Background: an optimization exercise with open tools, aiming at small area, a short achievable clock period and few clock cycles. Do not read the settings as production practice.
Function was checked by simulation only, so behaviour that the tests miss may differ from the original.
The flow treats the clock pin as an ideal source, which a real chip does not have.
Power and IR drop assume default switching activity.

==> flow/design.v <==
module palm_lz (
    input  wire        clk,
    input  wire        rst,
    input  wire        cmd_valid,
    input  wire        cmd_op,
    input  wire [15:0] cmd_len,
    input  wire        in_valid,
    input  wire [7:0]  in_data,
    output wire        in_ready,
    output wire        busy,
    output wire        fault,
    output reg  [7:0]  fault_code,
    output reg  [15:0] fault_pos,
    output reg  [9:0]  out_len,
    input  wire [8:0]  rd_addr,
    output reg  [7:0]  rd_data
);
    localparam [7:0] F_BAD_DISTANCE = 8'h01;
    localparam [7:0] F_TRUNCATED    = 8'h02;
    localparam [7:0] F_OUT_OVERFLOW = 8'h30;
    localparam [1:0] M_CTRL  = 2'd0,    
                     M_RUN   = 2'd1,    
                     M_B2    = 2'd2,    
                     M_DRAIN = 2'd3;    
    integer i, j, k, r;
    reg         busy_r;
    reg         rdy_r;
    reg         faulted;
    reg  [15:0] remT;      
    reg  [15:0] pD;        
    reg  [7:0]  q;         
    reg         qv;        
    reg  [1:0]  mode;
    reg  [3:0]  runrem;
    reg  [7:0]  chold;     
    reg  [31:0] wr_hot;    
    reg  [15:0] wl_hot;    
    reg         bv;
    reg  [8:0]  b_src;
    reg  [8:0]  b_dst;
    reg  [3:0]  b_len;
    reg  [3:0]  b_dc;      
    reg         cv;
    reg  [31:0] c_hot;     
    reg  [15:0] c_m0;      
    reg  [15:0] c_m1;      
    reg  [63:0] c_idx;     
    reg  [127:0] lanes;    
    reg  [4095:0] mem;
    assign busy     = busy_r;
    assign in_ready = rdy_r;
    assign fault    = faulted;
    wire take = in_valid & rdy_r;
    wire        d_ctrl = qv & (mode == M_CTRL);
    wire        d_run  = qv & (mode == M_RUN);
    wire        d_b2   = qv & (mode == M_B2);
    wire        c_isrun  = (q[7:4] == 4'd0) && (q[3:0] != 4'd0) && (q[3:0] <= 4'd8);
    wire        c_islit  = !q[7] && !c_isrun;
    wire        c_isbref = (q[7:6] == 2'b10);
    wire        c_isspc  = (q[7:6] == 2'b11);
    wire        run_trunc = (remT < {12'd0, q[3:0]});
    wire [10:0] wp_run    = {1'b0, out_len} + {7'd0, q[3:0]};
    wire        run_ovf   = (wp_run > 11'd512);
    wire        lit_ovf   = out_len[9];                        
    wire        spc_ovf   = out_len[9] | (out_len[8:0] == 9'h1ff);
    wire        bref_trunc = (remT == 16'd0);
    wire [10:0] bdist  = {chold[5:0], q[7:3]};
    wire [3:0]  blen   = {1'b0, q[2:0]} + 4'd3;
    wire        bad_dist = (bdist == 11'd0) || (bdist > {1'b0, out_len});
    wire [10:0] wp_bref  = {1'b0, out_len} + {7'd0, blen};
    wire        bref_ovf = (wp_bref > 11'd512);
    wire        dw1 = (d_ctrl & c_islit & !lit_ovf) | d_run;
    wire        dw2 = d_ctrl & c_isspc & !spc_ovf;
    wire [7:0]  dd0 = ((mode == M_CTRL) && c_isspc) ? 8'h20 : q;    
    wire [7:0]  dd1 = q ^ 8'h80;                               
    wire        d_fault_ctrl = d_ctrl & ((c_isrun & (run_trunc | run_ovf)) |
                                         (c_islit & lit_ovf) |
                                         (c_isbref & bref_trunc) |
                                         (c_isspc & spc_ovf));
    wire        d_fault_b2 = d_b2 & (bad_dist | bref_ovf);
    wire        d_copy     = d_b2 & !bad_dist & !bref_ovf;
    wire accept = !busy_r & cmd_valid;
    wire start  = accept & cmd_op & !faulted & (cmd_len != 16'd0);
    wire clear  = accept & !cmd_op;
    wire [9:0]  olen_p1 = out_len + 10'd1;
    wire [9:0]  olen_p2 = out_len + 10'd2;
    wire [9:0]  out_len_n = clear  ? 10'd0 :
                            d_copy ? wp_bref[9:0] :
                            dw1    ? olen_p1 :
                            dw2    ? olen_p2 : out_len;
    wire        cy1 = (out_len[3:0] == 4'd15);
    wire        cy2 = (out_len[3:0] >= 4'd14);
    wire        cyb = wp_bref[4] ^ out_len[4];
    wire [31:0] wr_rot  = {wr_hot[30:0], wr_hot[31]};
    wire [31:0] wr_hot_n = clear ? 32'd1 :
                           ((d_copy & cyb) | (dw1 & cy1) | (dw2 & cy2)) ? wr_rot : wr_hot;
    wire [15:0] wl_hot_n = clear  ? 16'd1 :
                           d_copy ? (16'd1 << wp_bref[3:0]) :
                           dw1    ? {wl_hot[14:0], wl_hot[15]} :
                           dw2    ? {wl_hot[13:0], wl_hot[15:14]} : wl_hot;
    wire        remT_is1 = (remT == 16'd1);
    wire        more_in  = (remT != 16'd0) & !(take & remT_is1);
    wire        d_hi    = cv & ~|(wr_hot & c_hot);     
    wire [31:0] rsel0   = cv ? c_hot : wr_hot;
    wire [31:0] rsel1   = {rsel0[30:0], rsel0[31]};
    wire [15:0] wl_hot1 = {wl_hot[14:0], wl_hot[15]};   
    wire        wrap1   = wl_hot[15];
    wire [15:0] e0 = (dw1 | dw2) ? wl_hot : 16'd0;
    wire [15:0] e1 = dw2 ? wl_hot1 : 16'd0;
    wire [15:0] m0 = c_m0 | (d_hi ? 16'd0 : (e0 | (wrap1 ? 16'd0 : e1)));
    wire [15:0] m1 = c_m1 | (d_hi ? (e0 | e1) : (wrap1 ? e1 : 16'd0));
    reg  [127:0] wl;
    always @(*) begin
        for (i = 0; i < 16; i = i + 1) begin
            if (c_m0[i] | c_m1[i])
                wl[i*8 +: 8] = lanes[c_idx[i*4 +: 4]*8 +: 8];
            else if (wl_hot[i])
                wl[i*8 +: 8] = dd0;
            else
                wl[i*8 +: 8] = dd1;
        end
    end
    genvar gr, gl;
    generate
        for (gr = 0; gr < 32; gr = gr + 1) begin : g_row
            for (gl = 0; gl < 16; gl = gl + 1) begin : g_lane
                wire we = (rsel0[gr] & m0[gl]) | (rsel1[gr] & m1[gl]);
                always @(posedge clk)
                    if (we)
                        mem[(gr*16+gl)*8 +: 8] <= wl[gl*8 +: 8];
            end
        end
    endgenerate
    wire [31:0] shot0 = 32'd1 << b_src[8:4];
    wire [31:0] shot1 = {shot0[30:0], shot0[31]};
    wire [31:0] rhot  = 32'd1 << rd_addr[8:4];
    reg  [127:0] rl;
    reg  [31:0]  sel;
    always @(*) begin
        for (i = 0; i < 16; i = i + 1) begin
            if (!busy_r)
                sel = rhot;
            else if (i >= b_src[3:0])
                sel = shot0;
            else
                sel = shot1;
            rl[i*8 +: 8] = 8'd0;
            for (r = 0; r < 32; r = r + 1)
                rl[i*8 +: 8] = rl[i*8 +: 8] | (mem[(r*16+i)*8 +: 8] & {8{sel[r]}});
        end
    end
    wire [4:0]  b_end = {1'b0, b_dst[3:0]} + {1'b0, b_len};    
    reg  [15:0] bm0, bm1;
    reg  [63:0] bidx;
    reg  [63:0] pat;
    reg  [3:0]  ii;
    always @(*) begin
        pat = 64'd0;
        for (k = 0; k < 10; k = k + 1)
            pat[k*4 +: 4] = b_src[3:0] + modtab(k[3:0], b_dc);
        for (i = 0; i < 16; i = i + 1) begin
            bm0[i] = (i >= b_dst[3:0]) && (i < b_end);
            bm1[i] = (i + 16 < b_end);
            ii = i[3:0] - b_dst[3:0];
            bidx[i*4 +: 4] = pat[ii*4 +: 4];
        end
    end
    function [3:0] modtab(input [3:0] kk, input [3:0] d);
        begin
            case ({kk, d})
                8'h11: modtab = 4'd0;
                8'h21: modtab = 4'd0;
                8'h22: modtab = 4'd0;
                8'h31: modtab = 4'd0;
                8'h32: modtab = 4'd1;
                8'h33: modtab = 4'd0;
                8'h41: modtab = 4'd0;
                8'h42: modtab = 4'd0;
                8'h43: modtab = 4'd1;
                8'h44: modtab = 4'd0;
                8'h51: modtab = 4'd0;
                8'h52: modtab = 4'd1;
                8'h53: modtab = 4'd2;
                8'h54: modtab = 4'd1;
                8'h55: modtab = 4'd0;
                8'h61: modtab = 4'd0;
                8'h62: modtab = 4'd0;
                8'h63: modtab = 4'd0;
                8'h64: modtab = 4'd2;
                8'h65: modtab = 4'd1;
                8'h66: modtab = 4'd0;
                8'h71: modtab = 4'd0;
                8'h72: modtab = 4'd1;
                8'h73: modtab = 4'd1;
                8'h74: modtab = 4'd3;
                8'h75: modtab = 4'd2;
                8'h76: modtab = 4'd1;
                8'h77: modtab = 4'd0;
                8'h81: modtab = 4'd0;
                8'h82: modtab = 4'd0;
                8'h83: modtab = 4'd2;
                8'h84: modtab = 4'd0;
                8'h85: modtab = 4'd3;
                8'h86: modtab = 4'd2;
                8'h87: modtab = 4'd1;
                8'h88: modtab = 4'd0;
                8'h91: modtab = 4'd0;
                8'h92: modtab = 4'd1;
                8'h93: modtab = 4'd0;
                8'h94: modtab = 4'd1;
                8'h95: modtab = 4'd4;
                8'h96: modtab = 4'd3;
                8'h97: modtab = 4'd2;
                8'h98: modtab = 4'd1;
                8'h99: modtab = 4'd0;
                default: modtab = kk;
            endcase
        end
    endfunction
    always @(posedge clk) begin
        q       <= in_data;
        lanes   <= rl;
        rd_data <= rl[rd_addr[3:0]*8 +: 8];
        c_idx   <= bidx;
        c_m0    <= bv ? bm0 : 16'd0;
        c_m1    <= bv ? bm1 : 16'd0;
        c_hot   <= 32'd1 << b_dst[8:4];
        if (d_ctrl)
            chold <= q;
        if (d_b2) begin
            b_src <= out_len[8:0] - bdist[8:0];
            b_dst <= out_len[8:0];
            b_len <= blen;
            b_dc  <= (bdist > 11'd15) ? 4'd15 : bdist[3:0];
        end
    end
    always @(posedge clk) begin
        if (rst) begin
            busy_r     <= 1'b0;
            rdy_r      <= 1'b0;
            faulted    <= 1'b0;
            fault_code <= 8'h00;
            fault_pos  <= 16'h0000;
            out_len    <= 10'd0;
            wr_hot     <= 32'd1;
            wl_hot     <= 16'd1;
            remT       <= 16'd0;
            pD         <= 16'd0;
            qv         <= 1'b0;
            mode       <= M_CTRL;
            runrem     <= 4'd0;
            bv         <= 1'b0;
            cv         <= 1'b0;
        end else begin
            cv <= bv;
            bv <= d_copy;
            qv <= take;
            out_len <= out_len_n;
            wr_hot  <= wr_hot_n;
            wl_hot  <= wl_hot_n;
            if (clear) begin
                faulted    <= 1'b0;
                fault_code <= 8'h00;
                fault_pos  <= 16'h0000;
            end
            if (start) begin
                busy_r <= 1'b1;
                rdy_r  <= 1'b1;
                remT   <= cmd_len;
                pD     <= 16'd0;
                mode   <= M_CTRL;
            end else if (busy_r) begin
                if (take)
                    remT <= remT - 16'd1;
                if (take & remT_is1)
                    rdy_r <= 1'b0;
                if (qv)
                    pD <= pD + 16'd1;
                busy_r <= more_in | take | d_copy | bv;
                if (d_fault_ctrl | d_fault_b2) begin
                    faulted   <= 1'b1;
                    mode      <= M_DRAIN;
                    fault_pos <= d_fault_b2 ? pD - 16'd1 : pD;
                    if (d_fault_b2)
                        fault_code <= bad_dist ? F_BAD_DISTANCE : F_OUT_OVERFLOW;
                    else if ((c_isrun & run_trunc) | c_isbref)
                        fault_code <= F_TRUNCATED;
                    else
                        fault_code <= F_OUT_OVERFLOW;
                end else if (d_ctrl) begin
                    if (c_isrun) begin
                        mode   <= M_RUN;
                        runrem <= q[3:0];
                    end else if (c_isbref) begin
                        mode <= M_B2;
                    end
                end else if (d_run) begin
                    runrem <= runrem - 4'd1;
                    if (runrem == 4'd1)
                        mode <= M_CTRL;
                end else if (d_b2) begin
                    mode <= M_CTRL;
                end
            end
        end
    end
endmodule
==> flow/run.sh <==
#!/bin/bash
# synth_recipe.tcl (not shown) runs the flow's synth.tcl, then flattens the netlist and writes it again
# the make line also repeats each setting of config.mk as NAME=value (left out here)
make -C /OpenROAD-flow-scripts/flow DESIGN_CONFIG=/design/flow/config.mk WORK_HOME=/design/flow/orfs CLKGATE_MAP_FILE= SYNTH_SCRIPT=/design/flow/synth_recipe.tcl finish
==> flow/config.mk <==
export PLATFORM = sky130hd
export DESIGN_NAME = palm_lz
export DESIGN_NICKNAME = palm_lz
export VERILOG_FILES = /design/flow/design.v
export SDC_FILE = /design/flow/constraint.sdc
export NUM_CORES = 4
export LEC_CHECK = 0
export CAP_MARGIN = 20
export CORE_MARGIN = 2
export CORE_UTILIZATION = 30
export SETUP_SLACK_MARGIN = 5
export SLEW_MARGIN = 20
export SYNTH_MEMORY_MAX_BITS = 8192
==> flow/constraint.sdc <==
create_clock -name core_clock -period 10.0 [get_ports {clk}]
set_input_delay 2.0000 -clock core_clock [delete_from_list [all_inputs] [get_ports {clk}]]
set_output_delay 2.0000 -clock core_clock [all_outputs]
set_load 0.01 [all_outputs]
==> flow_summary.toml, run 1 <==
[outcome]
status = "finished clean"

[timing]
final-setup-viol-count = 0
grt_setup_unrepaired = "yes"
min_period_over_period_pct = 55.0
slew_violations = 0
hold_slack_ns = 0.467
fmax_mhz = 182
max-slew-margin-rel_pct = 3.65
fin_skew_ns = 0.141
hold_violations = 0
finalCriticalPeriod_ns = 5.50
tns_ns = 0
worst_pin_slew_ns = 1.42

[floorplan]
rows = 307
die_y_um = 841
fp.dieW_um = 841
core_um2 = 698000
dieArea_um2 = 707000
start_util_pct = 30.1
ioPinCount = 83

[clocking]
clock_latency_ns = 1.16
cts_tree = "yes"
cts_sinks = 4525
root_buffer = "clkbuf_16"
clk_pin_slew_ns = 0.07
htree_num_levels = 5
clock_path_buffers = 4
cts_made_buffers = 459

[synthesis]
yosysTopAreaCell = "edfxtp_1"
ys_seq_area_share_pct = 62.8
synthCells = 15399
synth.most_common_cell = "edfxtp_1"
async_reset_ff_share_pct = 0
synth_fp_nets = 15525
yosys-top-cells-count = "edfxtp_1 (4128), a22oi_1 (1214), clkbuf_1 (961)"
synth-main-ff-cell = "edfxtp_1"
synth_area_per_cell_um2 = 13.6
ys_warn_count = 1
synth_area_um2 = 210000
ys_top_cells_by_area = "edfxtp_1 (59%), mux4_2 (7.0%), a22oi_1 (4.3%)"
yosys_register_bits = 4525
synth_top_area_share_pct = 59.0
ys_types = 117
synth_edf_count = 4128

[grt]
grt_pass1_vias = 162831
antenna_found_initial = 150
gr-total-overflow = 0
grt_max_degree = 72
grt_pass1_wl_um = 1560000
grt_usage_pct = 32.5

[worst_setup_path]
path_buf_inv = 1
endpoint_kind = "flop"
slowest_stage = "a21o_2"
crit_required_ns = 11.02
crit_chain = "buf_12, a21o_2, o211ai_1, and4_1, a2111oi_1, nand3_1, nor4_4, a32o_1, o221a_1, o32ai_2"
crit_type = "reg -> reg"
cp.arrival_ns = 6.52
crit_family = "compound AO/OA/AOI/OAI gates"
start_kind = "flop"
slowest_delay_ns = 0.85
path_max_fanout = 48

[route]
viasPerCell = 7.17
wl_per_cell_um = 47.2
drt_iter0_markers = 40924
antenna_left = 0
drcViolationCount = 0
wl_um = 1210000
dr.pass1.iters = 14
vias = 183146

[pwr]
swShare_pct = 27.4
finalPower_w = 0.0445
seq_power_share_pct = 47.1
peakVddDrop_v = 0.000180
pwr-share-comb_pct = 11.6
power.internal_w = 0.0323
clockPowerShare_pct = 41.3
p_leak_nw = 76.3
power.density_nw_per_um2 = 179
power_switching_w = 0.0122

[place]
routabilityCongestion = 1.06
portBuffers = 82
place_hpwl_um = 792000

[finish]
area_delta_synth_final_pct = 18.2
drive_gt1_share_pct = 21.5
nNetsFinal = 15816
multi_input_area_um2 = 77900
ff_latch_area_um2 = 132000
fillers = 66909

[flow_run]
drv_cap = 0

[min_path]
min_path_type = "reg -> reg"
## routing by layer
metal	global-route usage, %	share of wire (%)
met5	1.06	0.17
met4	24.6	9.6
met3	16.8	18
met2	43.8	39
met1	38.9	33
## cell type report
class / count / area share (%)
antenna: 164 / 0.165
clock buffer: 580 / 4.95
clock inverter: 287 / 1.37
inverter: 120 / 0.182
multi-input combinational: 9378 / 31.4
sequential: 4525 / 53.1
tap: 9270 / 4.67
timing repair buffer: 1206 / 4.18
## kinds of logic (layout without fill, tap and decap cells)
group / count (synthesis) / count (layout) / share of synthesized area, %
AND/OR/NAND/NOR: 4220 / 4230 / 11.4
AO/OA/AOI/OAI: 4154 / 4160 / 14.1
flip-flops: 4525 / 4525 / 62.8
other: 0 / 164 / 0
adder cells (fa/ha/maj): 89 / 89 / 0.564
multiplexers: 819 / 819 / 7.83
XOR/XNOR: 80 / 80 / 0.337
buffers and inverters: 1512 / 2193 / 2.97
## power by group through the flow
stage	logic (W)	registers [W]	clock network (W)
2_1_floorplan	0.00211	0.0212	0
3_3_place_gp	0.00453	0.0213	0
3_5_place_dp	0.00454	0.0213	0
4_1_cts	0.00466	0.0209	0.0183
5_1_grt	0.00498	0.0209	0.0190
6_report	0.00515	0.0210	0.0184
## repair_timing
action,CTS,global route
pin swaps,34,31
resized for setup,386,239
setup endpoints to repair,2842,3019
setup buffers,60,41
gates cloned,16,6
hold buffers,0,0
## cell usage in the layout (no fill, tap or decap), drive strengths merged, types with 278 or more instances in the layout
master,instances
mux4,657
clkbuf,587
nor2,408
and4,370
o22ai,550
dfxtp,397
nand3,670
and3,412
nand2,786
o211ai,278
a22oi,1214
a21oi,310
o21ai,575
buf,1121
nand4,962
edfxtp,4128
## stage by stage
step / instances / instance area [um^2] / utilization, % / setup WS (ns)
2_1_floorplan: 15399 / 210000 / - / 5.21
3_3_place_gp: 24351 / 227000 / 32.5 / 1.65
3_5_place_dp: 24372 / 228000 / 32.6 / 2.15
4_1_cts: 25315 / 246000 / 35.3 / 4.68
5_1_grt: 25386 / 248000 / 35.5 / 4.77
6_report: 25530 / 248000 / 35.6 / 4.50
## final timing paths
path              cells past startpoint                startpoint  slack [ns]                        to
setup / recovery                     10        b_src[1]$_DFFE_PP_        4.50        rd_data[0]$_DFF_P_
setup reg to reg                     10        b_src[1]$_DFFE_PP_        4.50        rd_data[0]$_DFF_P_
hold / removal                        1  fault_code[3]$_SDFF_PP0_        0.47  fault_code[3]$_SDFF_PP0_
hold reg to reg                       1  fault_code[3]$_SDFF_PP0_        0.47  fault_code[3]$_SDFF_PP0_
## flip-flops by register name, indices dropped and copies added, names as in the netlist, 10 cells and up
| register | cells |
|---|---|
| c_hot | 32 |
| c_idx | 64 |
| c_m0 | 16 |
| c_m1 | 15 |
| fault_pos | 16 |
| lanes | 128 |
| mem | 4096 |
| out_len | 10 |
| pD | 16 |
| remT | 16 |
| wl_hot | 16 |
| wr_hot | 32 |
Testbench counts, summed over its fixed seeds: cycles 22,841.
==> run 2: changes to the inputs <==
--- a/flow/design.v
+++ b/flow/design.v
@@ -6,14 +6,14 @@
     input  wire [15:0] cmd_len,
     input  wire        in_valid,
     input  wire [7:0]  in_data,
-    output wire        in_ready,
-    output wire        busy,
-    output wire        fault,
+    output reg         in_ready,
+    output reg         busy,
+    output reg         fault,
     output reg  [7:0]  fault_code,
     output reg  [15:0] fault_pos,
     output reg  [9:0]  out_len,
     input  wire [8:0]  rd_addr,
-    output reg  [7:0]  rd_data
+    output wire [7:0]  rd_data
 );
     localparam [7:0] F_BAD_DISTANCE = 8'h01;
     localparam [7:0] F_TRUNCATED    = 8'h02;
@@ -46,10 +46,9 @@
     reg  [15:0] c_m1;      
     reg  [63:0] c_idx;     
     reg  [127:0] lanes;    
+    reg  [9:0]  olen;      
+    reg  [15:0] rd_hot;    
     reg  [4095:0] mem;
-    assign busy     = busy_r;
-    assign in_ready = rdy_r;
-    assign fault    = faulted;
     wire take = in_valid & rdy_r;
     wire        d_ctrl = qv & (mode == M_CTRL);
     wire        d_run  = qv & (mode == M_RUN);
@@ -59,15 +58,15 @@
     wire        c_isbref = (q[7:6] == 2'b10);
     wire        c_isspc  = (q[7:6] == 2'b11);
     wire        run_trunc = (remT < {12'd0, q[3:0]});
-    wire [10:0] wp_run    = {1'b0, out_len} + {7'd0, q[3:0]};
+    wire [10:0] wp_run    = {1'b0, olen} + {7'd0, q[3:0]};
     wire        run_ovf   = (wp_run > 11'd512);
-    wire        lit_ovf   = out_len[9];                        
-    wire        spc_ovf   = out_len[9] | (out_len[8:0] == 9'h1ff);
+    wire        lit_ovf   = olen[9];                        
+    wire        spc_ovf   = olen[9] | (olen[8:0] == 9'h1ff);
     wire        bref_trunc = (remT == 16'd0);
     wire [10:0] bdist  = {chold[5:0], q[7:3]};
     wire [3:0]  blen   = {1'b0, q[2:0]} + 4'd3;
-    wire        bad_dist = (bdist == 11'd0) || (bdist > {1'b0, out_len});
-    wire [10:0] wp_bref  = {1'b0, out_len} + {7'd0, blen};
+    wire        bad_dist = (bdist == 11'd0) || (bdist > {1'b0, olen});
+    wire [10:0] wp_bref  = {1'b0, olen} + {7'd0, blen};
     wire        bref_ovf = (wp_bref > 11'd512);
     wire        dw1 = (d_ctrl & c_islit & !lit_ovf) | d_run;
     wire        dw2 = d_ctrl & c_isspc & !spc_ovf;
@@ -82,15 +81,15 @@
     wire accept = !busy_r & cmd_valid;
     wire start  = accept & cmd_op & !faulted & (cmd_len != 16'd0);
     wire clear  = accept & !cmd_op;
-    wire [9:0]  olen_p1 = out_len + 10'd1;
-    wire [9:0]  olen_p2 = out_len + 10'd2;
-    wire [9:0]  out_len_n = clear  ? 10'd0 :
+    wire [9:0]  olen_p1 = olen + 10'd1;
+    wire [9:0]  olen_p2 = olen + 10'd2;
+    wire [9:0]  olen_n = clear  ? 10'd0 :
                             d_copy ? wp_bref[9:0] :
                             dw1    ? olen_p1 :
-                            dw2    ? olen_p2 : out_len;
-    wire        cy1 = (out_len[3:0] == 4'd15);
-    wire        cy2 = (out_len[3:0] >= 4'd14);
-    wire        cyb = wp_bref[4] ^ out_len[4];
+                            dw2    ? olen_p2 : olen;
+    wire        cy1 = (olen[3:0] == 4'd15);
+    wire        cy2 = (olen[3:0] >= 4'd14);
+    wire        cyb = wp_bref[4] ^ olen[4];
     wire [31:0] wr_rot  = {wr_hot[30:0], wr_hot[31]};
     wire [31:0] wr_hot_n = clear ? 32'd1 :
                            ((d_copy & cyb) | (dw1 & cy1) | (dw2 & cy2)) ? wr_rot : wr_hot;
@@ -149,6 +148,13 @@
                 rl[i*8 +: 8] = rl[i*8 +: 8] | (mem[(r*16+i)*8 +: 8] & {8{sel[r]}});
         end
     end
+    reg  [7:0] rdv;
+    always @(*) begin
+        rdv = 8'd0;
+        for (i = 0; i < 16; i = i + 1)
+            rdv = rdv | (lanes[i*8 +: 8] & {8{rd_hot[i]}});
+    end
+    assign rd_data = rdv;
     wire [4:0]  b_end = {1'b0, b_dst[3:0]} + {1'b0, b_len};    
     reg  [15:0] bm0, bm1;
     reg  [63:0] bidx;
@@ -220,7 +226,7 @@
     always @(posedge clk) begin
         q       <= in_data;
         lanes   <= rl;
-        rd_data <= rl[rd_addr[3:0]*8 +: 8];
+        rd_hot  <= 16'd1 << rd_addr[3:0];
         c_idx   <= bidx;
         c_m0    <= bv ? bm0 : 16'd0;
         c_m1    <= bv ? bm1 : 16'd0;
@@ -228,8 +234,8 @@
         if (d_ctrl)
             chold <= q;
         if (d_b2) begin
-            b_src <= out_len[8:0] - bdist[8:0];
-            b_dst <= out_len[8:0];
+            b_src <= olen[8:0] - bdist[8:0];
+            b_dst <= olen[8:0];
             b_len <= blen;
             b_dc  <= (bdist > 11'd15) ? 4'd15 : bdist[3:0];
         end
@@ -241,7 +247,11 @@
             faulted    <= 1'b0;
             fault_code <= 8'h00;
             fault_pos  <= 16'h0000;
+            olen       <= 10'd0;
             out_len    <= 10'd0;
+            busy       <= 1'b0;
+            in_ready   <= 1'b0;
+            fault      <= 1'b0;
             wr_hot     <= 32'd1;
             wl_hot     <= 16'd1;
             remT       <= 16'd0;
@@ -255,30 +265,38 @@
             cv <= bv;
             bv <= d_copy;
             qv <= take;
-            out_len <= out_len_n;
+            olen    <= olen_n;
+            out_len <= olen_n;
             wr_hot  <= wr_hot_n;
             wl_hot  <= wl_hot_n;
             if (clear) begin
                 faulted    <= 1'b0;
+                fault      <= 1'b0;
                 fault_code <= 8'h00;
                 fault_pos  <= 16'h0000;
             end
             if (start) begin
-                busy_r <= 1'b1;
-                rdy_r  <= 1'b1;
+                busy_r   <= 1'b1;
+                rdy_r    <= 1'b1;
+                busy     <= 1'b1;
+                in_ready <= 1'b1;
                 remT   <= cmd_len;
                 pD     <= 16'd0;
                 mode   <= M_CTRL;
             end else if (busy_r) begin
                 if (take)
                     remT <= remT - 16'd1;
-                if (take & remT_is1)
-                    rdy_r <= 1'b0;
+                if (take & remT_is1) begin
+                    rdy_r    <= 1'b0;
+                    in_ready <= 1'b0;
+                end
                 if (qv)
                     pD <= pD + 16'd1;
                 busy_r <= more_in | take | d_copy | bv;
+                busy   <= more_in | take | d_copy | bv;
                 if (d_fault_ctrl | d_fault_b2) begin
                     faulted   <= 1'b1;
+                    fault     <= 1'b1;
                     mode      <= M_DRAIN;
                     fault_pos <= d_fault_b2 ? pD - 16'd1 : pD;
                     if (d_fault_b2)
==> flow/flow/run.sh (new file) <==
#!/bin/bash
set -uo pipefail
bash standard.sh SETUP_SLACK_MARGIN=6.0 finish > standard_make.log 2>&1
==> flow/standard.sh (new file) <==
#!/bin/bash
# synth_recipe.tcl (not shown) runs the flow's synth.tcl, then flattens the netlist and writes it again
# the make line also repeats each setting of config.mk as NAME=value (left out here)
make -C /OpenROAD-flow-scripts/flow DESIGN_CONFIG=/design/flow/config.mk WORK_HOME=/design/flow/orfs CLKGATE_MAP_FILE= SYNTH_SCRIPT=/design/flow/synth_recipe.tcl "${@:-finish}"
--- a/flow/config.mk
+++ b/flow/config.mk
@@ -6,8 +6,11 @@
 export NUM_CORES = 4
 export LEC_CHECK = 0
 export CAP_MARGIN = 20
+export CELL_PAD_IN_SITES_DETAIL_PLACEMENT = 1
 export CORE_MARGIN = 2
-export CORE_UTILIZATION = 30
-export SETUP_SLACK_MARGIN = 5
+export CORE_UTILIZATION = 35
+export CTS_CLUSTER_DIAMETER = 100
+export CTS_CLUSTER_SIZE = 22
+export PLACE_DENSITY = 0.5
 export SLEW_MARGIN = 20
 export SYNTH_MEMORY_MAX_BITS = 8192
removed: flow/run.sh
==> run 2 against run 1 <==
  * Routed wire length decreased by 18%
  * Fmax rose by 7.0%
  * Combinational power up 6.0%
  * Sequential cell count up 10
  * Register-to-register slack better by 1.4 ns
  * Final cell count shrank 17%
  * Critical path type is now reg -> out
==> flow_summary.toml, run 2 <==
[outcome]
status = "finished clean"

[synthesis]
synth.most_common_cell = "edfxtp_1"
synthCells = 12801
async_reset_ff_share_pct = 0
yosys-top-cells-count = "edfxtp_1 (4128), a22oi_1 (1312), nand2_1 (920)"
ys_warn_count = 1
ys_seq_area_share_pct = 68.6
yosysTopAreaCell = "edfxtp_1"
synth-main-ff-cell = "edfxtp_1"
ys_top_cells_by_area = "edfxtp_1 (64%), mux4_2 (7.6%), a22oi_1 (5.1%)"
synth_area_per_cell_um2 = 15.0
yosys_register_bits = 4535
synth_area_um2 = 193000
ys_types = 83
synth_edf_count = 4128
synth_top_area_share_pct = 64.4
synth_fp_nets = 12927

[finish]
fillers = 54441
largest_register = "mem"
ff_latch_area_um2 = 132000
final_cell_mix = "edfxtp_1 (4128), a22oi_1 (1307), buf_4 (1078), nand2_1 (896), mux4_2 (653)"
final_common_cell = "edfxtp_1"
area_delta_synth_final_pct = 17.7
largest_reg_flops = 4096
nNetsFinal = 13680
biggestRegsByFlops = "mem x4096, lanes x128, c_idx x64"
drive_gt1_share_pct = 24.4
stdcell_area_um2 = 227000
fin_util_pct = 41.4
multi_input_area_um2 = 63900

[route]
wl_um = 994000
dr.pass1.iters = 9
drcViolationCount = 0
vias = 150238
antenna_left = 0
wl_per_cell_um = 47.1
drt_iter0_markers = 26564
viasPerCell = 7.12

[timing]
fin_skew_ns = 0.121
slew_violations = 0
max-slew-margin-rel_pct = 12.1
tns_ns = 0
min_period_over_period_pct = 51.4
final-setup-viol-count = 0
grt_setup_unrepaired = "yes"
hold_violations = 0
finalCriticalPeriod_ns = 5.14
fmax_mhz = 195
setup_ws_ns = 4.86
worst_pin_slew_ns = 1.32

[worst_setup_path]
start_kind = "flop"
cp.arrival_ns = 3.14
crit_required_ns = 8.00
path_max_fanout = 17
slowest_stage = "nand4_1"
crit_type = "reg -> out"
slowest_delay_ns = 0.67
endpoint_kind = "output port"
crit_chain = "buf_6, a221oi_1, nand4_1, buf_2"
reg2regPathDepth = 8

[floorplan]
ioPinCount = 83
start_util_pct = 35.1
core_um2 = 548000
die_y_um = 746
rows = 272
dieArea_um2 = 556000
fp.dieW_um = 746

[place]
dpl_cell_area_um2 = 210000
place_hpwl_um = 633000
routabilityCongestion = 1.06
portBuffers = 82
dpl_worst_slack_ns = 3.31

[clocking]
clock_latency_ns = 1.11
cts_made_buffers = 243
cts_tree = "yes"
postCtsHoldBufs = 0
cts_sinks = 4535
root_buffer = "clkbuf_16"
htree_num_levels = 4
clock_path_buffers = 4
clk_pin_slew_ns = 0.09

[grt]
grt_usage_pct = 34.5
grt_max_degree = 124
antenna_found_initial = 98
grt_pass1_vias = 139884
grt_pass1_wl_um = 1310000
gr-total-overflow = 0

[min_path]
min_path_cells = 2
min_path_type = "reg -> reg"

[pwr]
p_leak_nw = 68.9
power.density_nw_per_um2 = 166
peakVddDrop_v = 0.000178

[flow_run]
drv_cap = 0
-- run 2: what timing repair did --
action | 4_1_cts | 5_1_grt
gates cloned | 19 | 6
pin swaps | 129 | 30
hold endpoints to repair | 0 | 0
setup endpoints to repair | 4417 | 2528
gates resized for setup | 1050 | 155
setup buffers | 211 | 60
-- run 2: where the power goes --
part	total (W)	leakage [nW]	internal (W)	switching, W
registers	0.0209	40.4	0.0207	0.000185
clock network	0.0114	3.50	0.00475	0.00663
logic	0.00546	25.0	0.00157	0.00388
total	0.0377	68.9	0.0270	0.0107
-- run 2: cells by family after synthesis --
logic type / count (synthesis) / share of synthesized area [%]
flip-flops: 4535 / 68.6
AO/OA/AOI/OAI: 4051 / 14.5
AND/OR/NAND/NOR: 2245 / 5.51
buffers and inverters: 1003 / 1.99
multiplexers: 796 / 8.39
adder cells (fa/ha/maj): 89 / 0.616
XOR/XNOR: 82 / 0.373
-- run 2: worst paths after layout --
check                         start             endpoint  slack [ns]
hold reg to reg    fault$_SDFF_PP0_     fault$_SDFF_PP0_        0.45
hold / removal     fault$_SDFF_PP0_     fault$_SDFF_PP0_        0.45
setup reg to reg       q[7]$_DFF_P_  mem[4059]$_DFFE_PP_        5.87
setup / recovery  lanes[33]$_DFF_P_           rd_data[1]        4.86
-- run 2: worst max-delay path, delay by kind of cell, from the launching register on --
kind	cells	cell delay, ns
and+or+nand+nor	1	0.67
DFF	1	0.44
buffers and inverters	2	0.66
AOI/OAI and AO/OA	1	0.30
-- run 2: metal layers --
layer / global-route usage, % / vias up / wire length, um
li1: - / 54645 / -
met1: 43.9 / 78536 / 357000
met2: 48.0 / 13536 / 407000
met3: 14.8 / 3455 / 149000
met4: 21.5 / 66 / 80000
met5: 1.31 / - / 1480
-- run 2: final cells by class --
cell class | instances | share of cell area [%]
Inverter | 77 | 0.136
Clock buffer | 397 | 2.94
Tap cell | 7261 | 4.01
Antenna cell | 101 | 0.111
Timing Repair Buffer | 1419 | 5.91
Sequential cell | 4535 | 58.4
Multi-Input combinational cell | 7278 | 28.2
Clock inverter | 41 | 0.306
-- run 2: through the flow --
stage	hold WS (ns)	std cells	power [W]
finish	0.451	21109	0.0377
floorplan	0.426	12801	0.0232
CTS	0.458	20940	0.0373
detailed placement	0.446	20272	0.0261
global placement	0.436	20245	0.0261
global route	0.476	21029	0.0382
Testbench counts of run 2, summed over its fixed seeds: cycles 22,841.
==> run 3: changes to the inputs <==
--- a/flow/design.v
+++ b/flow/design.v
@@ -47,7 +47,8 @@
     reg  [63:0] c_idx;     
     reg  [127:0] lanes;    
     reg  [9:0]  olen;      
-    reg  [15:0] rd_hot;    
+    reg  [7:0]  rd_hot;    
+    reg  [63:0] rdl;       
     reg  [4095:0] mem;
     wire take = in_valid & rdy_r;
     wire        d_ctrl = qv & (mode == M_CTRL);
@@ -151,8 +152,8 @@
     reg  [7:0] rdv;
     always @(*) begin
         rdv = 8'd0;
-        for (i = 0; i < 16; i = i + 1)
-            rdv = rdv | (lanes[i*8 +: 8] & {8{rd_hot[i]}});
+        for (i = 0; i < 8; i = i + 1)
+            rdv = rdv | (rdl[i*8 +: 8] & {8{rd_hot[i]}});
     end
     assign rd_data = rdv;
     wire [4:0]  b_end = {1'b0, b_dst[3:0]} + {1'b0, b_len};    
@@ -226,7 +227,8 @@
     always @(posedge clk) begin
         q       <= in_data;
         lanes   <= rl;
-        rd_hot  <= 16'd1 << rd_addr[3:0];
+        rd_hot  <= 8'd1 << rd_addr[2:0];
+        rdl     <= rd_addr[3] ? rl[127:64] : rl[63:0];
         c_idx   <= bidx;
         c_m0    <= bv ? bm0 : 16'd0;
         c_m1    <= bv ? bm1 : 16'd0;
==> flow/flow/run.sh (replaced) <==
#!/bin/bash
set -uo pipefail
export RDIR=orfs/results/${FLOW_PLATFORM}/palm_lz/base
bash standard.sh SETUP_SLACK_MARGIN=6.0 cts > make_to_cts.log 2>&1 || exit 1
if openroad -exit flow/fix.tcl > fix_cts.log 2>&1 && [[ -f $RDIR/4_cts_fixed.odb ]]; then
  mv -f $RDIR/4_cts_fixed.odb $RDIR/4_cts.odb
  touch $RDIR/4_cts.sdc
fi
bash standard.sh SETUP_SLACK_MARGIN=6.0 finish > make_finish.log 2>&1
==> flow/flow/fix.tcl (new file) <==
# Post-CTS sizing pass: on the worst paths, drivers whose output slew is large
# (weak gates on long wires, e.g. to the output ports) get a stronger version
# of the same cell; then the placement is legalised again.
set R $::env(RDIR)
set P $::env(FLOW_HOME)/platforms/sky130hd
read_lef $P/lef/sky130_fd_sc_hd.tlef
read_lef $P/lef/sky130_fd_sc_hd_merged.lef
read_liberty $P/lib/sky130_fd_sc_hd__tt_025C_1v80.lib
read_db $R/4_cts.odb
read_sdc $R/4_cts.sdc
source $P/setRC.tcl
estimate_parasitics -placement
report_worst_slack
set total 0
for {set it 0} {$it < 20} {incr it} {
  set changed 0
  foreach path [find_timing_paths -sort_by_slack -group_path_count 40 -endpoint_path_count 1] {
    foreach ref [get_property $path points] {
      set pin [get_property $ref pin]
      if {[get_property $pin direction] != "output"} continue
      set inst [get_cells -of_objects $pin]
      set cell [get_property $inst ref_name]
      if {![regexp {^(sky130_fd_sc_hd__[a-z0-9]+)_([0-9]+)$} $cell -> base drv]} continue
      if {$drv >= 4} continue
      if {[string match "*df*" $base] || [string match "*clk*" $base] || [string match "*dly*" $base]} continue
      set sl [get_property $pin slew_max]
      if {$sl < 0.3} continue
      foreach nd {4 2} {
        if {$nd <= $drv} continue
        set nc "${base}_$nd"
        if {[llength [get_lib_cells -quiet */$nc]]} {
          replace_cell $inst $nc
          puts "upsized [get_property $inst full_name] $cell -> $nc (slew $sl)"
          incr changed
          break
        }
      }
    }
  }
  incr total $changed
  if {$changed == 0} break
  estimate_parasitics -placement
}
puts "upsized $total cells"
report_worst_slack
set_placement_padding -global -left 1 -right 1
detailed_placement
check_placement -verbose
estimate_parasitics -placement
report_worst_slack
write_db $R/4_cts_fixed.odb
==> run 3 against run 2 <==
  * Synthesized cell count rose by 5.4%
  * First-iteration DRC count up 13%
  * Hold slack improved by 0.011 ns
  * Combinational power grew 4.6%
  * Sequential cell count up 56
  * Setup slack better by 0.45 ns
  * Still clean on timing, DRC and antenna
  * Sequential share of layout area down 3.0 points
  * Clock power about the same
  * Clock-buffer cell count shrank 6
  * Fmax rose by 9.6%
  * Critical path depth decreased by 1
  * Via count increased by 5.9%
==> flow_summary.toml, run 3 <==
[route]
vias = 159060
drt_iter0_markers = 30140
antenna_left = 0
wl_per_cell_um = 46.5
viasPerCell = 7.12
dr.pass1.iters = 9
wl_um = 1040000
drcViolationCount = 0

[worst_setup_path]
endpoint_kind = "output port"
slowest_stage = "a22oi_2"
slowest_delay_ns = 0.50
reg2regPathDepth = 11
crit_path_end = "rd_data[5]"
path_max_fanout = 8
crit_required_ns = 8.00
path_depth = 3
crit_type = "reg -> out"
r2r-end = "rdl[4]$_DFF_P_"
r2r_setup_slack_ns = 5.59
crit_chain = "a22oi_2, nand4_4, buf_6"
cp.arrival_ns = 2.69
path_buf_inv = 1
startpoint = "rd_hot[4]$_SDFF_PN0_"
crit_family = "compound AO/OA/AOI/OAI gates"
r2r_start = "b_src[8]$_DFFE_PP_"
start_kind = "flop"

[synthesis]
synthCells = 13495
synth_fp_nets = 13621
ys_seq_area_share_pct = 66.8
synth_area_um2 = 199000
yosysTopAreaCell = "edfxtp_1"
ys_top_cells_by_area = "edfxtp_1 (62%), mux4_2 (7.4%), a22oi_1 (5.6%)"
yosys_register_bits = 4591
ys_types = 100
yosys-top-cells-count = "edfxtp_1 (4128), a22oi_1 (1493), nand3_1 (994)"
synth_area_per_cell_um2 = 14.8
synth.most_common_cell = "edfxtp_1"
synth_edf_count = 4128
synth_top_area_share_pct = 62.2
synth-main-ff-cell = "edfxtp_1"
async_reset_ff_share_pct = 0
ys_warn_count = 1

[grt]
antenna_found_initial = 93
grt_pass1_wl_um = 1360000
grt_pass1_vias = 146194
gr-total-overflow = 0
grt_max_degree = 140
grt_usage_pct = 34.5

[floorplan]
die_y_um = 759
ioPinCount = 83
fp.dieW_um = 759
core_um2 = 568000
start_util_pct = 35.1
rows = 277
dieArea_um2 = 576000

[pwr]
clockPowerShare_pct = 29.5
seq_power_share_pct = 55.6
power.density_nw_per_um2 = 160
power.internal_w = 0.0277
swShare_pct = 28.0
pwr-share-comb_pct = 14.9
peakVddDrop_v = 0.000171
p_leak_nw = 74.0
power_switching_w = 0.0107

[clocking]
htree_num_levels = 4
cts_sinks = 4591
cts_tree = "yes"
root_buffer = "clkbuf_16"
clock_latency_ns = 1.12
cts_made_buffers = 243
clk_pin_slew_ns = 0.09
clock_path_buffers = 4
postCtsHoldBufs = 0

[timing]
fin_skew_ns = 0.144
max-slew-margin-rel_pct = 6.66
slew_violations = 0
worst_pin_slew_ns = 1.40
min_period_over_period_pct = 46.9
hold_violations = 0
finalCriticalPeriod_ns = 4.69
fmax_mhz = 213
grt_setup_unrepaired = "yes"
final-setup-viol-count = 0
tns_ns = 0

[finish]
final_cell_mix = "edfxtp_1 (4128), a22oi_1 (1377), buf_4 (1292), nand3_1 (954), nand2_1 (686)"
largest_register = "mem"
final_common_cell = "edfxtp_1"
biggestRegsByFlops = "mem x4096, lanes x128"
area_delta_synth_final_pct = 20.8
drive_gt1_share_pct = 28.8
nNetsFinal = 14629
largest_reg_flops = 4096
fin_cells = 22330

[place]
portBuffers = 82
place_hpwl_um = 676000
routabilityCongestion = 1.07
placed_cells = 21181

[flow_run]
drv_cap = 0

[outcome]
status = "finished clean"

[min_path]
min_path_type = "reg -> reg"
==> run 3: worst min-delay path: cells and delay by family (launching register included) <==
family / cells / cell delay [ns]
flops: 1 / 0.32
compound gates: 1 / 0.05
simple gates: 1 / 0.05
==> run 3: how the worst min path moves through the flow <==
stage	start	to	slack, ns	cells past startpoint
3_5_place_dp	fault$_SDFF_PP0_	fault$_SDFF_PP0_	0.46	2
3_3_place_gp	fault$_SDFF_PP0_	fault$_SDFF_PP0_	0.45	2
2_1_floorplan	q[0]$_DFF_P_	chold[0]$_DFFE_PP_	0.43	0
5_1_grt	fault_code[7]$_SDFF_PP0_	fault_code[7]$_SDFF_PP0_	0.50	1
6_report	fault$_SDFF_PP0_	fault$_SDFF_PP0_	0.46	2
4_1_cts	fault$_SDFF_PP0_	fault$_SDFF_PP0_	0.47	2
==> run 3: power groups by stage <==
stage | Sequential, W | Clock, W | Combinational (W)
6_report | 0.0214 | 0.0114 | 0.00571
5_1_grt | 0.0213 | 0.0120 | 0.00560
4_1_cts | 0.0213 | 0.0114 | 0.00499
3_5_place_dp | 0.0218 | 0 | 0.00452
3_3_place_gp | 0.0218 | 0 | 0.00447
2_1_floorplan | 0.0215 | 0 | 0.00210
==> run 3: per-layer routing <==
metal | part of all wire (%) | GRT usage [%] | vias up
li1 | - | - | 58407
met1 | 36 | 43.7 | 83176
met2 | 41 | 47.9 | 13940
met3 | 15 | 14.7 | 3459
met4 | 8.1 | 22.1 | 78
met5 | 0.30 | 2.93 | -
==> run 3: kinds of logic after synthesis <==
kind of cell,after synthesis,share of synthesized area [%]
multiplexers,859,8.48
AND/OR/NAND/NOR,2861,7.18
XOR/XNOR,76,0.338
flip-flops,4591,66.8
adder cells (fa/ha/maj),89,0.595
buffers and inverters,1124,2.28
AO/OA/AOI/OAI,3895,14.3
==> run 3: repair_timing <==
| action | in CTS | in global routing |
|---|---|---|
| setup buffers | 307 | 268 |
| endpoints found under the setup margin | 4449 | 2910 |
| pin swaps | 236 | 264 |
| resized for setup | 1183 | 513 |
| cloned | 23 | 8 |
==> run 3: final cells by class <==
class	instances	area, um^2
Antenna cell	110	275
Clock buffer	391	6690
Clock inverter	38	569
Fill cell	56049	327000
Inverter	78	312
Multi-Input combinational cell	7792	72500
Sequential cell	4591	133000
Tap cell	7533	9430
Timing Repair Buffer	1797	17600
==> run 3: per-stage QoR <==
| stage | hold slack (ns) | util (%) | setup WS, ns | total power [W] | instance area (um^2) |
|---|---|---|---|---|---|
| finish | 0.462 | 42.4 | 5.31 | 0.0384 | 241000 |
| global route | 0.500 | 42.3 | 5.50 | 0.0389 | 241000 |
| CTS | 0.468 | 41.3 | 4.95 | 0.0377 | 235000 |
| detailed placement | 0.457 | 38.4 | 2.90 | 0.0263 | 218000 |
| global placement | 0.451 | 38.2 | 1.96 | 0.0262 | 217000 |
| floorplan | 0.432 | - | 5.77 | 0.0236 | 201000 |
Testbench counts of run 3, summed over its fixed seeds: cycles 22,841.
==> run 4: changes to the inputs <==
--- a/flow/config.mk
+++ b/flow/config.mk
@@ -5,12 +5,12 @@
 export SDC_FILE = /design/flow/constraint.sdc
 export NUM_CORES = 4
 export LEC_CHECK = 0
-export CAP_MARGIN = 20
+export CAP_MARGIN = 10
 export CELL_PAD_IN_SITES_DETAIL_PLACEMENT = 1
 export CORE_MARGIN = 2
 export CORE_UTILIZATION = 35
 export CTS_CLUSTER_DIAMETER = 100
 export CTS_CLUSTER_SIZE = 22
 export PLACE_DENSITY = 0.5
-export SLEW_MARGIN = 20
+export SLEW_MARGIN = 10
 export SYNTH_MEMORY_MAX_BITS = 8192
==> run 4 against run 3 <==
  * The layout now fails its checks (capacitance limit, slew limit)
  * Via count grew 0.40%
  * Largest power group unchanged
  * Highest routed layer unchanged
  * Total power hardly changed
  * Design area is essentially flat
==> flow_summary.toml, run 4 <==
[synthesis]
ys_warn_count = 1
ys_types = 100
synth_fp_nets = 13621
synth_top_area_share_pct = 62.2
ys_top_cells_by_area = "edfxtp_1 (62%), mux4_2 (7.4%), a22oi_1 (5.6%)"
ys_seq_area_share_pct = 66.8
async_reset_ff_share_pct = 0
synth_area_um2 = 199000
synthCells = 13495
yosys-top-cells-count = "edfxtp_1 (4128), a22oi_1 (1493), nand3_1 (994)"
synth_edf_count = 4128
synth_area_per_cell_um2 = 14.8
synth-main-ff-cell = "edfxtp_1"
yosys_register_bits = 4591
yosysTopAreaCell = "edfxtp_1"
synth.most_common_cell = "edfxtp_1"

[timing]
tns_ns = 0
hold_violations = 0
fmax_mhz = 214
finalCriticalPeriod_ns = 4.68
final-setup-viol-count = 0
worst_pin_slew_ns = 1.59
max-slew-margin-rel_pct = -5.82
fin_skew_ns = 0.152
slew_violations = 17
min_period_over_period_pct = 46.8
grt_setup_unrepaired = "yes"

[floorplan]
core_um2 = 568000
start_util_pct = 35.1
fp.dieW_um = 759
dieArea_um2 = 576000
rows = 277
ioPinCount = 83
die_y_um = 759

[clocking]
clock_path_buffers = 4
clk_pin_slew_ns = 0.10
cts_sinks = 4591
cts_tree = "yes"
clock_latency_ns = 1.13
cts_made_buffers = 243
root_buffer = "clkbuf_16"
postCtsHoldBufs = 0
htree_num_levels = 4

[pwr]
peakVddDrop_v = 0.000185
p_leak_nw = 74.0
power.density_nw_per_um2 = 160

[route]
vias = 159689
drt_iter0_markers = 29866
viasPerCell = 7.15
wl_per_cell_um = 46.8
wl_um = 1050000
drcViolationCount = 0
antenna_left = 0
dr.pass1.iters = 10

[finish]
largest_register = "mem"
final_common_cell = "edfxtp_1"
largest_reg_flops = 4096
nNetsFinal = 14647
drive_gt1_share_pct = 28.7
biggestRegsByFlops = "mem x4096, lanes x128"
multi_input_area_um2 = 72400
area_delta_synth_final_pct = 20.8
stdcell_area_um2 = 241000
fillers = 56078
ff_latch_area_um2 = 133000
final_cell_mix = "edfxtp_1 (4128), a22oi_1 (1391), buf_4 (1344), nand3_1 (948), nand2_1 (693)"

[min_path]
hold_end = "fault$_SDFF_PP0_"
worst_hold_startpoint = "fault$_SDFF_PP0_"
min_path_type = "reg -> reg"
min_path_cells = 2

[grt]
antenna_found_initial = 94
gr-total-overflow = 0
grt_usage_pct = 34.7
grt_pass1_vias = 146804
grt_max_degree = 140
grt_pass1_wl_um = 1360000

[place]
dpl_cell_area_um2 = 217000
place_hpwl_um = 675000
portBuffers = 82
routabilityCongestion = 1.07

[worst_setup_path]
endpoint_kind = "flop"
slowest_stage = "a221oi_1"
crit_type = "reg -> reg"
path_buf_inv = 6
crit_family = "buffers and inverters"
path_max_fanout = 139
crit_chain = "buf_6, buf_6, nor2_4, buf_16, nand3_1, a31oi_2, buf_4, buf_12, buf_4, a22o_1, a221oi_1, nand4_1, mux2_4"
r2r_start = "b_src[7]$_DFFE_PP_"
crit_required_ns = 10.92
r2r_setup_slack_ns = 5.32
start_kind = "flop"
reg2regPathDepth = 13
slowest_delay_ns = 0.56
cp.arrival_ns = 5.60
r2r-end = "rdl[29]$_DFF_P_"

[flow_run]
drv_cap = 1

[outcome]
violatedChecks = "capacitance limit, slew limit"
status = "failed layout checks"
[run 4: how the worst max path moves through the flow]
stage / slack, ns / startpoint / to / cells after the start
floorplan: 5.77 / rd_addr[6] / rdl[26]$_DFF_P_ / 9
global placement: 1.96 / rd_addr[4] / rdl[17]$_DFF_P_ / 11
detailed placement: 2.19 / rd_addr[6] / rdl[17]$_DFF_P_ / 11
CTS: 4.94 / rd_hot[1]$_SDFF_PP0_ / rd_data[5] / 3
global route: 5.50 / rd_hot[1]$_SDFF_PP0_ / rd_data[5] / 4
finish: 5.32 / b_src[7]$_DFFE_PP_ / rdl[29]$_DFF_P_ / 13
[run 4: final cells by class]
type	count	share of cell area (%)
Clock inverter	41	0.262
Antenna cell	98	0.102
Clock buffer	378	2.74
Inverter	78	0.131
Multi-Input combinational cell	7793	30.1
Timing Repair Buffer	1814	7.39
Tap cell	7533	3.91
Sequential cell	4591	55.4
[run 4: metrics by stage]
stage / setup slack (ns) / hold WS, ns / power [W] / instances / utilization [%]
2_1_floorplan: 5.77 / 0.432 / 0.0236 / 13495 / -
3_3_place_gp: 1.96 / 0.451 / 0.0262 / 21154 / 38.2
3_5_place_dp: 2.19 / 0.457 / 0.0263 / 21165 / 38.2
4_1_cts: 4.94 / 0.468 / 0.0377 / 21953 / 41.3
5_1_grt: 5.50 / 0.504 / 0.0389 / 22266 / 42.4
6_report: 5.32 / 0.467 / 0.0385 / 22326 / 42.4
[run 4: cells by family after synthesis]
| group | count (synthesis) | share of synthesized area [%] |
|---|---|---|
| buffers and inverters | 1124 | 2.28 |
| XOR/XNOR | 76 | 0.338 |
| AO/OA/AOI/OAI | 3895 | 14.3 |
| flip-flops | 4591 | 66.8 |
| multiplexers | 859 | 8.48 |
| adder cells (fa/ha/maj) | 89 | 0.595 |
| AND/OR/NAND/NOR | 2861 | 7.18 |
[run 4: metal layers]
metal	part of all wire, %	vias up	global-route usage, %	wire length, um
met1	36	83510	43.7	375000
met2	41	14041	48.3	424000
met5	0.24	-	1.38	2500
met4	8.4	75	22.2	87500
li1	-	58480	-	-
met3	15	3583	15.4	156000
[run 4: power breakdown]
part / leakage [nW] / internal, W / total [W] / switching [W]
sequential: 40.9 / 0.0210 / 0.0214 / 0.000387
clock: 3.45 / 0.00467 / 0.0114 / 0.00670
combinational: 29.6 / 0.00195 / 0.00570 / 0.00374
total: 74.0 / 0.0276 / 0.0385 / 0.0108
[run 4: worst reg2reg max path, cell delays in order (launching register included)]
cell      delay [ns]
edfxtp_1        0.37
buf_6           0.32
buf_6           0.34
nor2_4          0.13
buf_16          0.22
nand3_1         0.88
a31oi_2         0.13
buf_4           0.19
buf_12          0.14
buf_4           0.13
a22o_1          0.17
a221oi_1        0.56
nand4_1         0.48
mux2_4          0.40
[run 4: repair_timing]
item,CTS,global route
endpoints found under the setup margin,4650,1638
gates resized for setup,1286,482
pin swaps,222,253
gates cloned,30,10
setup buffers,339,259
==> run 5: changes to the inputs <==
==> flow/flow/run.sh (replaced) <==
#!/bin/bash
set -uo pipefail
export RDIR=orfs/results/${FLOW_PLATFORM}/palm_lz/base
bash standard.sh MATCH_CELL_FOOTPRINT=0 SETUP_SLACK_MARGIN=6.0 cts > make_to_cts.log 2>&1 || exit 1
if openroad -exit flow/fix.tcl > fix_cts.log 2>&1 && [[ -f $RDIR/4_cts_fixed.odb ]]; then
  mv -f $RDIR/4_cts_fixed.odb $RDIR/4_cts.odb
  touch $RDIR/4_cts.sdc
fi
bash standard.sh MATCH_CELL_FOOTPRINT=0 SETUP_SLACK_MARGIN=6.0 finish > make_finish.log 2>&1
--- a/flow/config.mk
+++ b/flow/config.mk
@@ -5,12 +5,12 @@
 export SDC_FILE = /design/flow/constraint.sdc
 export NUM_CORES = 4
 export LEC_CHECK = 0
-export CAP_MARGIN = 10
+export CAP_MARGIN = 20
 export CELL_PAD_IN_SITES_DETAIL_PLACEMENT = 1
 export CORE_MARGIN = 2
 export CORE_UTILIZATION = 35
 export CTS_CLUSTER_DIAMETER = 100
 export CTS_CLUSTER_SIZE = 22
 export PLACE_DENSITY = 0.5
-export SLEW_MARGIN = 10
+export SLEW_MARGIN = 20
 export SYNTH_MEMORY_MAX_BITS = 8192
==> run 5 against run 4 <==
  * Now clean on timing, DRC and antenna
  * Synthesized area unchanged
  * Sequential power about the same
  * Total power is essentially flat
  * Via count shrank 2.6%
  * Core utilization decreased by 0.29 points
  * Clock skew is 0.0064 ns lower
  * First-iteration DRC count decreased by 5.0%
  * Global-route usage shrank 1.2 points
  * Die area stayed put
==> flow_summary.toml, run 5 <==
[outcome]
status = "finished clean"

[worst_setup_path]
start_kind = "flop"
crit_type = "reg -> out"
endpoint_kind = "output port"
path_max_fanout = 5
cp.arrival_ns = 2.51
crit_required_ns = 8.00

[route]
dr.pass1.iters = 9
vias = 155584
viasPerCell = 7.02
antenna_left = 0
wl_um = 1000000
drt_iter0_markers = 28371
wl_per_cell_um = 45.2
drcViolationCount = 0

[synthesis]
synth-xor-area-share_pct = 0.338
yosysTopAreaCell = "edfxtp_1"
synth_edf_count = 4128
synth-compound-area-share_pct = 14.3
synth.most_common_cell = "edfxtp_1"
async_reset_ff_share_pct = 0
ys_types = 100
synthCells = 13495
muxShareOfSynthArea_pct = 8.48
synthAdderAreaFrac_pct = 0.595
synth_fp_nets = 13621
yosys-top-cells-count = "edfxtp_1 (4128), a22oi_1 (1493), nand3_1 (994)"
yosys_register_bits = 4591
synth_area_per_cell_um2 = 14.8
synth-main-ff-cell = "edfxtp_1"
synth_top_family_by_area = "compound AO/OA/AOI/OAI gates"
yosys.area_share.simple_pct = 7.18
ys_warn_count = 1
synth_area_um2 = 199000
ys_top_cells_by_area = "edfxtp_1 (62%), mux4_2 (7.4%), a22oi_1 (5.6%)"
synth_top_area_share_pct = 62.2
ys_seq_area_share_pct = 66.8

[clocking]
clk_pin_slew_ns = 0.10
root_buffer = "clkbuf_16"
cts_tree = "yes"
clock_latency_ns = 1.12
cts_sinks = 4591
htree_num_levels = 4
clock_path_buffers = 4
cts_made_buffers = 244

[pwr]
power.density_nw_per_um2 = 161
peakVddDrop_v = 0.000179
p_leak_nw = 73.8
finalPower_w = 0.0384

[floorplan]
rows = 277
start_util_pct = 35.1
ioPinCount = 83
dieArea_um2 = 576000
die_y_um = 759
fp.dieW_um = 759
core_um2 = 568000

[grt]
grt_max_degree = 87
grt_usage_pct = 33.6
antenna_found_initial = 78
grt_pass1_vias = 146300
grt_pass1_wl_um = 1330000
gr-total-overflow = 0

[finish]
nNetsFinal = 14533
biggestRegsByFlops = "mem x4096, lanes x128"
largest_register = "mem"
drive_gt1_share_pct = 28.0
fin_util_pct = 42.1
largest_reg_flops = 4096
area_delta_synth_final_pct = 19.9
final_common_cell = "edfxtp_1"
final_cell_mix = "edfxtp_1 (4128), a22oi_1 (1382), buf_4 (1247), nand3_1 (967), nand2_1 (680)"
stdcell_area_um2 = 239000

[timing]
fin_skew_ns = 0.145
tns_ns = 0
fmax_mhz = 222
grt_setup_unrepaired = "yes"
hold_violations = 0
finalCriticalPeriod_ns = 4.51
min_period_over_period_pct = 45.1
final-setup-viol-count = 0
slew_violations = 0
max-slew-margin-rel_pct = 9.18
worst_pin_slew_ns = 1.36

[place]
dpl_cell_area_um2 = 217000
portBuffers = 82
routabilityCongestion = 1.02
place_hpwl_um = 659000

[flow_run]
drv_cap = 0

[min_path]
min_path_type = "reg -> reg"
[run 5: cell counts after synthesis]
Identical to the previous run, type by type.
[run 5: logic make-up (layout without fill, tap and decap cells)]
kind of cell / after synthesis / in the layout
compound gates: 3895 / 3899
xor+xnor: 76 / 76
fa+ha+maj: 89 / 89
buf+inv: 1124 / 2193
flops: 4591 / 4591
mux: 859 / 859
other cells: 0 / 56
simple gates: 2861 / 2869
[run 5: layout make-up]
class                           instances  area [um^2]
Fill cell                           55998       329000
Sequential cell                      4591       133000
Multi-Input combinational cell       7792        72500
Timing Repair Buffer                 1700        16200
Tap cell                             7533         9430
Clock buffer                          370         6630
Clock inverter                         45          651
Inverter                               78          303
Antenna cell                           56          140
[run 5: timing repair]
item,CTS,global route
setup endpoints to repair,4435,1237
cloned,15,1
resized for setup,1272,409
pin swaps,250,262
hold buffers,0,0
setup buffers,321,191
[run 5: report_power, final]
group          switching [W]  internal, W
clock network        0.00667      0.00474
logic                0.00378      0.00193
registers           0.000325       0.0210
total                 0.0108       0.0277
[run 5: critical path, cell delays in order, from the launching register on]
cell,delay [ns]
dfxtp_4,0.41
buf_12,0.15
a22oi_4,0.33
nand4_4,0.28
clkbuf_2,0.21
[run 5: per-layer routing]
metal	GRT usage, %	part of all wire (%)	vias up
li1	-	-	58143
met1	42.0	36	81178
met2	47.7	42	12906
met3	12.6	14	3301
met4	24.0	9.0	56
met5	0.158	0.076	-
[run 5: worst paths after layout]
check,start,end,slack (ns),cells past startpoint
hold / removal,fault$_SDFF_PP0_,fault$_SDFF_PP0_,0.47,2
setup / recovery,rd_hot[2]$_SDFF_PP0_,rd_data[3],5.49,4
setup reg to reg,b_src[1]$_DFFE_PP_,rdl[21]$_DFF_P_,5.70,11
hold reg to reg,fault$_SDFF_PP0_,fault$_SDFF_PP0_,0.47,2
[run 5: per-stage QoR]
step / std cells / hold slack [ns] / setup WS [ns]
6_report: 22165 / 0.466 / 5.49
5_1_grt: 22121 / 0.494 / 5.54
4_1_cts: 21914 / 0.470 / 5.05
3_5_place_dp: 21163 / 0.460 / 2.46
3_3_place_gp: 21146 / 0.445 / 2.22
2_1_floorplan: 13495 / 0.432 / 5.78
==> run 6: changes to the inputs <==
--- a/flow/config.mk
+++ b/flow/config.mk
@@ -8,9 +8,9 @@
 export CAP_MARGIN = 20
 export CELL_PAD_IN_SITES_DETAIL_PLACEMENT = 1
 export CORE_MARGIN = 2
-export CORE_UTILIZATION = 35
+export CORE_UTILIZATION = 45
 export CTS_CLUSTER_DIAMETER = 100
 export CTS_CLUSTER_SIZE = 22
-export PLACE_DENSITY = 0.5
+export PLACE_DENSITY = 0.6
 export SLEW_MARGIN = 20
 export SYNTH_MEMORY_MAX_BITS = 8192
==> run 6 against run 5 <==
  * The layout now fails its checks (capacitance limit, slew limit)
  * Setup slack lost 0.014 ns
  * Clock-buffer cell count grew 17
  * Synthesized cell count stayed put
  * Register-to-register slack worse by 0.12 ns
  * Total power grew 0.22%
  * Design area up 0.51%
  * Sequential power barely moved
  * Synthesized area is the same
  * Critical path type unchanged
  * Largest cell class unchanged
==> flow_summary.toml, run 6 <==
[route]
wl_um = 1020000
viasPerCell = 7.84
dr.pass1.iters = 16
drt_iter0_markers = 32257
drcViolationCount = 0
antenna_left = 0
wl_per_cell_um = 49.5
vias = 161696

[timing]
hold_slack_ns = 0.486
final-setup-viol-count = 0
worst_pin_slew_ns = 1.47
grt_setup_unrepaired = "yes"
finalCriticalPeriod_ns = 4.52
max-slew-margin-rel_pct = -0.0754
hold_violations = 0
fin_skew_ns = 0.130
slew_violations = 1
fmax_mhz = 221
tns_ns = 0
min_period_over_period_pct = 45.2

[finish]
drive_gt1_share_pct = 28.8
final_common_cell = "edfxtp_1"
nNetsFinal = 14570
biggestRegsByFlops = "mem x4096, lanes x128"
largest_reg_flops = 4096
fin_util_pct = 54.4
fillers = 41222
area_delta_synth_final_pct = 20.6
stdcell_area_um2 = 240000
multi_input_area_um2 = 73700
ff_latch_area_um2 = 133000
final_cell_mix = "edfxtp_1 (4128), a22oi_1 (1386), buf_4 (1148), nand3_1 (967), nand2_1 (663)"
largest_register = "mem"

[floorplan]
ioPinCount = 83
rows = 244
dieArea_um2 = 448000
die_y_um = 670
core_um2 = 441000
fp.dieW_um = 670
start_util_pct = 45.2

[synthesis]
synth_top_area_share_pct = 62.2
synthAdderAreaFrac_pct = 0.595
yosys_register_bits = 4591
ys_top_cells_by_area = "edfxtp_1 (62%), mux4_2 (7.4%), a22oi_1 (5.6%)"
yosysTopAreaCell = "edfxtp_1"
synth_edf_count = 4128
yosys.area_share.simple_pct = 7.18
synthCells = 13495
synth_area_um2 = 199000
synth_area_per_cell_um2 = 14.8
synth-compound-area-share_pct = 14.3
synth_top_family_by_area = "compound AO/OA/AOI/OAI gates"
synth_fp_nets = 13621
async_reset_ff_share_pct = 0
yosys-top-cells-count = "edfxtp_1 (4128), a22oi_1 (1493), nand3_1 (994)"
synth-xor-area-share_pct = 0.338
synth.most_common_cell = "edfxtp_1"
muxShareOfSynthArea_pct = 8.48
ys_warn_count = 1
ys_types = 100
ys_seq_area_share_pct = 66.8
synth-main-ff-cell = "edfxtp_1"

[clocking]
cts_tree = "yes"
root_buffer = "clkbuf_16"
htree_num_levels = 4
clock_path_buffers = 4
clock_latency_ns = 1.12
cts_made_buffers = 242
clk_pin_slew_ns = 0.11
cts_sinks = 4591
postCtsHoldBufs = 0

[place]
portBuffers = 82
place_hpwl_um = 654000
dpl_cell_area_um2 = 215000
routabilityCongestion = 1.07

[grt]
grt_pass1_wl_um = 1340000
grt_pass1_vias = 152239
antenna_found_initial = 107
gr-total-overflow = 0
grt_max_degree = 127
grt_usage_pct = 43.6

[worst_setup_path]
start_kind = "flop"
startpoint = "rd_hot[7]$_SDFF_PN0_"
crit_type = "reg -> out"
cp.arrival_ns = 2.52
endpoint_kind = "output port"
r2r_start = "b_src[5]$_DFFE_PP_"
crit_required_ns = 8.00
path_max_fanout = 8

[outcome]
violatedChecks = "capacitance limit, slew limit"
status = "failed layout checks"

[flow_run]
drv_cap = 2

[pwr]
p_leak_nw = 74.9
peakVddDrop_v = 0.000174
power.density_nw_per_um2 = 160

[min_path]
min_path_type = "reg -> reg"
worst_hold_startpoint = "fault_code[6]$_SDFF_PP0_"
run 6: changes by cell type in the layout (fill, tap and decap cells not counted), sizes merged, moves of 2 or more:
cell    change
buf        +19
inv         -5
or2         -2
diode      +43
clkbuf     +41
a31oi       -2
and2        +3
nor2        -2
run 6: what timing repair did:
action / 4_1_cts / 5_1_grt
setup endpoints to repair: 4457 / 3409
cloned: 26 / 8
pin swaps: 316 / 299
setup buffers: 359 / 251
resized for setup: 1418 / 571
run 6: layer usage:
metal | wire (um) | global-route usage [%] | up-vias
li1 | - | - | 58301
met3 | 173000 | 21.2 | 4460
met4 | 95600 | 31.5 | 72
met2 | 411000 | 59.4 | 16283
met1 | 340000 | 53.5 | 82580
met5 | 1570 | 2.94 | -
run 6: final timing paths:
kind / endpoint / slack, ns / cells past startpoint
max reg2reg: rdl[31]$_DFF_P_ / 5.58 / 12
min: fault_code[6]$_SDFF_PP0_ / 0.49 / 1
max: rd_data[2] / 5.48 / 3
min reg2reg: fault_code[6]$_SDFF_PP0_ / 0.49 / 1
run 6: through the flow:
| stage | cells | total power [W] | worst slack, ns |
|---|---|---|---|
| 3_3_place_gp | 19410 | 0.0260 | 2.37 |
| 4_1_cts | 20255 | 0.0375 | 5.12 |
| 2_1_floorplan | 13495 | 0.0236 | 5.78 |
| 5_1_grt | 20571 | 0.0389 | 5.59 |
| 6_report | 20630 | 0.0385 | 5.48 |
| 3_5_place_dp | 19443 | 0.0262 | 2.65 |
run 6: logic make-up (layout without fill, tap and decap cells):
logic type                 count (synthesis)  in the layout
AOI/OAI and AO/OA                       3895           3897
xor gates and xnor gates                  76             76
DFF                                     4591           4591
and+or+nand+nor                         2861           2868
muxes                                    859            859
buffers and inverters                   1124           2247
other                                      0             99
adders and majority gates                 89             89
run 6: area by class of cell:
class / count / share of cell area [%]
well taps: 5904 / 3.07
flip-flops and latches: 4591 / 55.5
inverters: 78 / 0.123
multi-input cells: 7789 / 30.7
repair buffers: 1742 / 7.54
diodes: 99 / 0.103
clock inverters: 40 / 0.262
clock buffers: 387 / 2.76
run 6: power by group:
part / internal, W / total, W / switching, W
clock: 0.00471 / 0.0113 / 0.00663
sequential: 0.0210 / 0.0213 / 0.000333
combinational: 0.00202 / 0.00586 / 0.00384
total: 0.0277 / 0.0385 / 0.0108
run 6: worst max-delay path: stages (launching register included):
cell and delay (ns):
dfxtp_4 0.47, a22oi_4 0.43, nand4_4 0.29, clkbuf_2 0.21

-- what the ideal ports hide --
The flow's constraints put no driver on any port. The routed layouts listed below were extracted and timed again, unchanged, in two steps.
Step 1: set_driving_cell puts a clkbuf_16 on clk and a buf_2 on each other input, an assumption about the parent block.
Step 2 also shifts input and output timing later by t, the mid clock arrival at the registers, as if the neighbouring blocks saw the same clock.
a / b / c = no drivers / after step 1 / after step 2; a / b = the first two.
| run | t (ns) | setup WS [ns] | worst register clock-pin slew, ns |
|---|---|---|---|
| run 1 | 1.207 | 4.502 / 4.502 / 3.465 | 0.09 / 0.09 |
| run 2 | 1.185 | 4.862 / 4.724 / 4.705 | 0.11 / 0.11 |
| run 3 | 1.174 | 5.314 / 5.190 / 4.509 | 0.11 / 0.11 |
| run 4 | 1.183 | 5.320 / 5.238 / 4.471 | 0.11 / 0.11 |
| run 5 | 1.175 | 5.491 / 5.364 / 4.504 | 0.11 / 0.11 |
| run 6 | 1.185 | 5.477 / 5.349 / 4.474 | 0.11 / 0.11 |
The setup slack of run 1, which loses most, moves by 0.000 ns with the drivers and by -1.037 ns with both steps.
